From an optimization exercise on the open Yosys and OpenROAD flow, aimed at small area, a short achievable clock period and few clock cycles; shortcuts taken in it are not production practice.
At most, simulation tests tie the RTL to the original design; equivalence was not proved.
Power is estimated from default activity; no workload was simulated.

## pine
==> module ung5_dec, before the edit <==
module ung5_dec (
    input  wire        clk,
    input  wire        rst,
    input  wire        dec_start,
    input  wire        clear,         
    input  wire [6:0]  n_bytes,       
    input  wire [31:0] head,          
    input  wire [31:0] tail,          
    input  wire        last_fa,       
    input  wire [15:0] crc,           
    input  wire        crc_ready,
    output reg         dec_valid,
    output reg  [1:0]  dec_kind,      
    output reg  [1:0]  dec_why,       
    output wire [1:0]  dec_class,     
    output wire [7:0]  dec_addr,
    output wire [7:0]  dec_ctrl,
    output wire [7:0]  dec_length,
    output wire [7:0]  dec_opc,
    output wire [15:0] dec_crc,
    output reg         dec_etx_ok,
    output reg         dec_stop_ok,
    output wire        dec_addr_ok,
    output wire        err_we,
    output wire [3:0]  err_val
);
    function [15:0] crc_step;
        input [15:0] c_in;
        input [7:0]  b;
        integer i;
        reg [15:0] c;
        begin
            c = c_in ^ {8'h00, b};
            for (i = 0; i < 8; i = i + 1)
                c = c[0] ? ((c >> 1) ^ 16'h8408) : (c >> 1);
            crc_step = c;
        end
    endfunction
    reg pend;
    wire [7:0] b0 = head[7:0];
    wire [7:0] b1 = head[15:8];
    wire [7:0] b2 = head[23:16];
    wire [7:0] b3 = head[31:24];
    wire [7:0] t0 = tail[7:0];
    wire [7:0] t1 = tail[15:8];
    wire [7:0] t2 = tail[23:16];
    wire [7:0] t3 = tail[31:24];
    wire short   = (n_bytes == 7'd3);
    wire dclass  = (n_bytes >= 7'd7) && (b1[3:0] == 4'd4);
    wire two     = last_fa;                            
    wire span_bad = two && (n_bytes == 7'd7);          
    wire crc_bad = two ? (crc != crc_step(16'h0000, t1)) : (crc != 16'h0000);
    wire [6:0] n_6 = n_bytes - 7'd6;
    wire [6:0] n_7 = n_bytes - 7'd7;
    wire len_bad = (b2 == 8'h00) ||
                   (two ? (b2 != {1'b0, n_7}) : (b2 != {1'b0, n_6}));
    wire [1:0] kind = short ? 2'd0 :
                      (dclass && !span_bad && !crc_bad && !len_bad) ? 2'd1 : 2'd2;
    wire [1:0] why  = !dclass ? 2'd0 : span_bad ? 2'd1 : crc_bad ? 2'd2 : 2'd3;
    assign dec_class = (b1[3:0] == 4'd1) ? 2'd1 :
                       (b1[3:0] == 4'd2) ? 2'd2 :
                       (b1[3:0] == 4'd3) ? 2'd3 : 2'd0;
    assign dec_addr    = b0;
    assign dec_ctrl    = b1;
    assign dec_length  = b2;
    assign dec_opc     = b3;
    assign dec_crc     = two ? {t2, t3} : {t1, t2};
    wire etx_ok  = (two ? t1 : t0) == 8'h03;
    wire stop_ok = short ? (b2 == 8'hFA) : two;
    assign dec_addr_ok = (b0 >= 8'h50) && (b0 <= 8'h6F);
    wire fin = (dec_start || pend) && crc_ready;
    assign err_we  = fin;
    assign err_val = (kind == 2'd2) ? 4'd4 : 4'd0;
    always @(posedge clk)
        if (fin) begin
            dec_kind    <= kind;
            dec_why     <= why;
            dec_etx_ok  <= etx_ok;
            dec_stop_ok <= stop_ok;
        end
    always @(posedge clk) begin
        if (rst || clear) begin
            dec_valid <= 1'b0;
            pend      <= 1'b0;
        end else if (dec_start) begin
            dec_valid <= crc_ready;
            pend      <= !crc_ready;
        end else if (fin) begin
            dec_valid <= 1'b1;
            pend      <= 1'b0;
        end
    end
endmodule
==> module ung5_rxdec, before the edit <==
module ung5_rxdec (
    input  wire        clk,
    input  wire        rst,
    input  wire        start,
    input  wire [7:0]  start_addr,
    input  wire [15:0] start_total,
    input  wire        rx_valid,
    input  wire [7:0]  rx_data,
    output wire        rx_ready,
    input  wire        tick,
    input  wire        dec_start,
    input  wire [5:0]  buf_idx,
    output wire [7:0]  buf_data,
    output wire [1:0]  rx_state,
    output wire [2:0]  rx_reason,
    output wire [6:0]  rx_len,
    output wire [3:0]  err_code,
    output wire        dec_valid,
    output wire [1:0]  dec_kind,
    output wire [1:0]  dec_why,
    output wire [1:0]  dec_class,
    output wire [7:0]  dec_addr,
    output wire [7:0]  dec_ctrl,
    output wire [7:0]  dec_length,
    output wire [7:0]  dec_opc,
    output wire [15:0] dec_crc,
    output wire        dec_etx_ok,
    output wire        dec_stop_ok,
    output wire        dec_addr_ok
);
    wire [31:0] head, tail;
    wire [15:0] crc;
    wire        crc_ready, start_ok, last_fa;
    wire        dec_we;
    wire [3:0]  dec_err;
    ung5_rx u_rx (
        .clk(clk), .rst(rst),
        .start(start), .start_addr(start_addr), .start_total(start_total),
        .rx_valid(rx_valid), .rx_data(rx_data), .tick(tick),
        .buf_idx(buf_idx), .buf_data(buf_data),
        .rx_state(rx_state), .rx_reason(rx_reason), .rx_len(rx_len),
        .rx_ready(rx_ready), .start_ok(start_ok),
        .head(head), .tail(tail), .last_fa(last_fa),
        .crc(crc), .crc_ready(crc_ready),
        .dec_we(dec_we), .dec_err(dec_err), .err_code(err_code)
    );
    ung5_dec u_dec (
        .clk(clk), .rst(rst),
        .dec_start(dec_start), .clear(start_ok),
        .n_bytes(rx_len), .head(head), .tail(tail), .last_fa(last_fa),
        .crc(crc), .crc_ready(crc_ready),
        .dec_valid(dec_valid), .dec_kind(dec_kind), .dec_why(dec_why),
        .dec_class(dec_class), .dec_addr(dec_addr), .dec_ctrl(dec_ctrl),
        .dec_length(dec_length), .dec_opc(dec_opc), .dec_crc(dec_crc),
        .dec_etx_ok(dec_etx_ok), .dec_stop_ok(dec_stop_ok),
        .dec_addr_ok(dec_addr_ok),
        .err_we(dec_we), .err_val(dec_err)
    );
endmodule
==> flow/config.mk <==
export PLATFORM = sky130hd
export DESIGN_NAME = ung5_rxdec
export DESIGN_NICKNAME = ung5_rxdec
export VERILOG_FILES = /design/flow/design.v
export SDC_FILE = /design/flow/constraint.sdc
export NUM_CORES = 4
export LEC_CHECK = 0
export CAP_MARGIN = 20
export CORE_MARGIN = 2
export CORE_UTILIZATION = 30
export CTS_BUF_LIST = sky130_fd_sc_hd__clkbuf_4 sky130_fd_sc_hd__clkbuf_8
export PLACE_DENSITY = 0.5
export SETUP_SLACK_MARGIN = 2.5
export SLEW_MARGIN = 20
export SYNTH_HIERARCHICAL = 1
==> flow/constraint.sdc <==
create_clock -name core_clock -period 7.5 [get_ports {clk}]
set_input_delay 1.5000 -clock core_clock [delete_from_list [all_inputs] [get_ports {clk}]]
set_output_delay 1.5000 -clock core_clock [all_outputs]
set_load 0.01 [all_outputs]
standard.sh (not shown) runs the stock make flow with config.mk's settings and CLKGATE_MAP_FILE= SYNTH_SCRIPT=/design/flow/synth_recipe.tcl, a recipe that flattens the netlist after the stock synthesis.
==> flow/flow/run.sh <==
#!/bin/bash
# The standard layout (the standard.sh: standard synthesis, floorplan,
# placement, CTS, routing), with every input and output port buffered by
# sky130_fd_sc_hd__buf_2 instead of the cell buffer_ports picks by itself,
# and clock tree synthesis without dummy loads.
# make's full output goes to flow_make.log here; ORFS keeps each step's log
# under orfs/logs/.
set -euo pipefail
export BUFFER_PORTS_ARGS="-buffer_cell sky130_fd_sc_hd__buf_2"
export CTS_ARGS="-sink_clustering_enable -repair_clock_nets -dont_use_dummy_load -sink_clustering_size 24 -sink_clustering_max_diameter 60 -buf_list {sky130_fd_sc_hd__clkbuf_16}"
bash standard.sh > flow_make.log 2>&1
Input-level comparison between cedar and pine:
-- flow/design.v --
<<< pine, line 235
    output reg  [1:0]  dec_why,       
    output wire [1:0]  dec_class,     
    output wire [7:0]  dec_addr,
    output wire [7:0]  dec_ctrl,
    output wire [7:0]  dec_length,
    output wire [7:0]  dec_opc,
    output wire [15:0] dec_crc,
    output reg         dec_etx_ok,
>>> cedar, line 235
    output reg  [1:0]  dec_why,       
    output wire [1:0]  dec_class,     
    output wire [15:0] dec_crc,
    output reg         dec_etx_ok,
<<< pine, line 282
                       (b1[3:0] == 4'd2) ? 2'd2 :
                       (b1[3:0] == 4'd3) ? 2'd3 : 2'd0;
    assign dec_addr    = b0;
    assign dec_ctrl    = b1;
    assign dec_length  = b2;
    assign dec_opc     = b3;
    assign dec_crc     = two ? {t2, t3} : {t1, t2};
    wire etx_ok  = (two ? t1 : t0) == 8'h03;
>>> cedar, line 278
                       (b1[3:0] == 4'd2) ? 2'd2 :
                       (b1[3:0] == 4'd3) ? 2'd3 : 2'd0;
    assign dec_crc     = two ? {t2, t3} : {t1, t2};
    wire etx_ok  = (two ? t1 : t0) == 8'h03;
<<< pine, line 365
        .crc(crc), .crc_ready(crc_ready),
        .dec_valid(dec_valid), .dec_kind(dec_kind), .dec_why(dec_why),
        .dec_class(dec_class), .dec_addr(dec_addr), .dec_ctrl(dec_ctrl),
        .dec_length(dec_length), .dec_opc(dec_opc), .dec_crc(dec_crc),
        .dec_etx_ok(dec_etx_ok), .dec_stop_ok(dec_stop_ok),
        .dec_addr_ok(dec_addr_ok),
        .err_we(dec_we), .err_val(dec_err)
    );
endmodule
>>> cedar, line 357
        .crc(crc), .crc_ready(crc_ready),
        .dec_valid(dec_valid), .dec_kind(dec_kind), .dec_why(dec_why),
        .dec_class(dec_class), .dec_crc(dec_crc),
        .dec_etx_ok(dec_etx_ok), .dec_stop_ok(dec_stop_ok),
        .dec_addr_ok(dec_addr_ok),
        .err_we(dec_we), .err_val(dec_err)
    );
    assign dec_addr   = head[7:0];
    assign dec_ctrl   = head[15:8];
    assign dec_length = head[23:16];
    assign dec_opc    = head[31:24];
endmodule
### Flow results
pine completed; timing, DRC and antenna clean
cedar finished end to end and its layout was clean on timing, DRC and antenna.
[compare] base=pine new=cedar: utilization comparable; worst-case reg-to-reg path depth increased 3.
Fraction of the mapped netlist area in simple logic gates delta (cedar -> pine): insignificant
cedar and pine ended up with roughly the same flip-flop and latch count.
Re overall die width: pine was higher than cedar.
Looking at critical path endpoint, the buf_data[0] result is from cedar; the buf_data[6] one comes from pine.
Via count down 237 in cedar wrt pine
Comparing pine and cedar, part of the total power dissipated in sequential elements is higher on cedar.
Between cedar and pine, it is cedar whose met3 global-route usage is higher, by 0.25 points.
Testbench counts of cedar, summed over its fixed seeds: cycles 28,368.
For pine, only the layout was checked, not whether the RTL still works.

-- what the ideal ports hide --
No port has a modelled driver above. Below, the same layouts with a new extraction and two added sets of constraints. Step 1 (the two cells are an assumption about what drives the block):
set clk [get_ports {clk}]
set_driving_cell -lib_cell sky130_fd_sc_hd__clkbuf_16 $clk
set_driving_cell -lib_cell sky130_fd_sc_hd__buf_2 [delete_from_list [all_inputs] $clk]
Step 2, shift: input delay + t, output delay - t, t = (earliest + latest rising clock arrival at the registers) / 2. This alone moves slack from input paths to output paths. Three values: ideal ports, drivers, drivers and shift; two values: the first two.
run	t (ns)	setup slack, ns	worst setup path at the end	worst register clock-pin slew, ns	pins driven straight from the clock port
pine	0.659	2.521 / 2.360 / 2.360	input to output	0.09 / 0.09	1
cedar	0.679	2.493 / 2.362 / 2.362	input to output	0.09 / 0.09	1
After both steps setup and hold are still met in every run listed. The setup slack of pine, which loses most, moves by -0.161 ns with the drivers and by -0.161 ns with both steps.
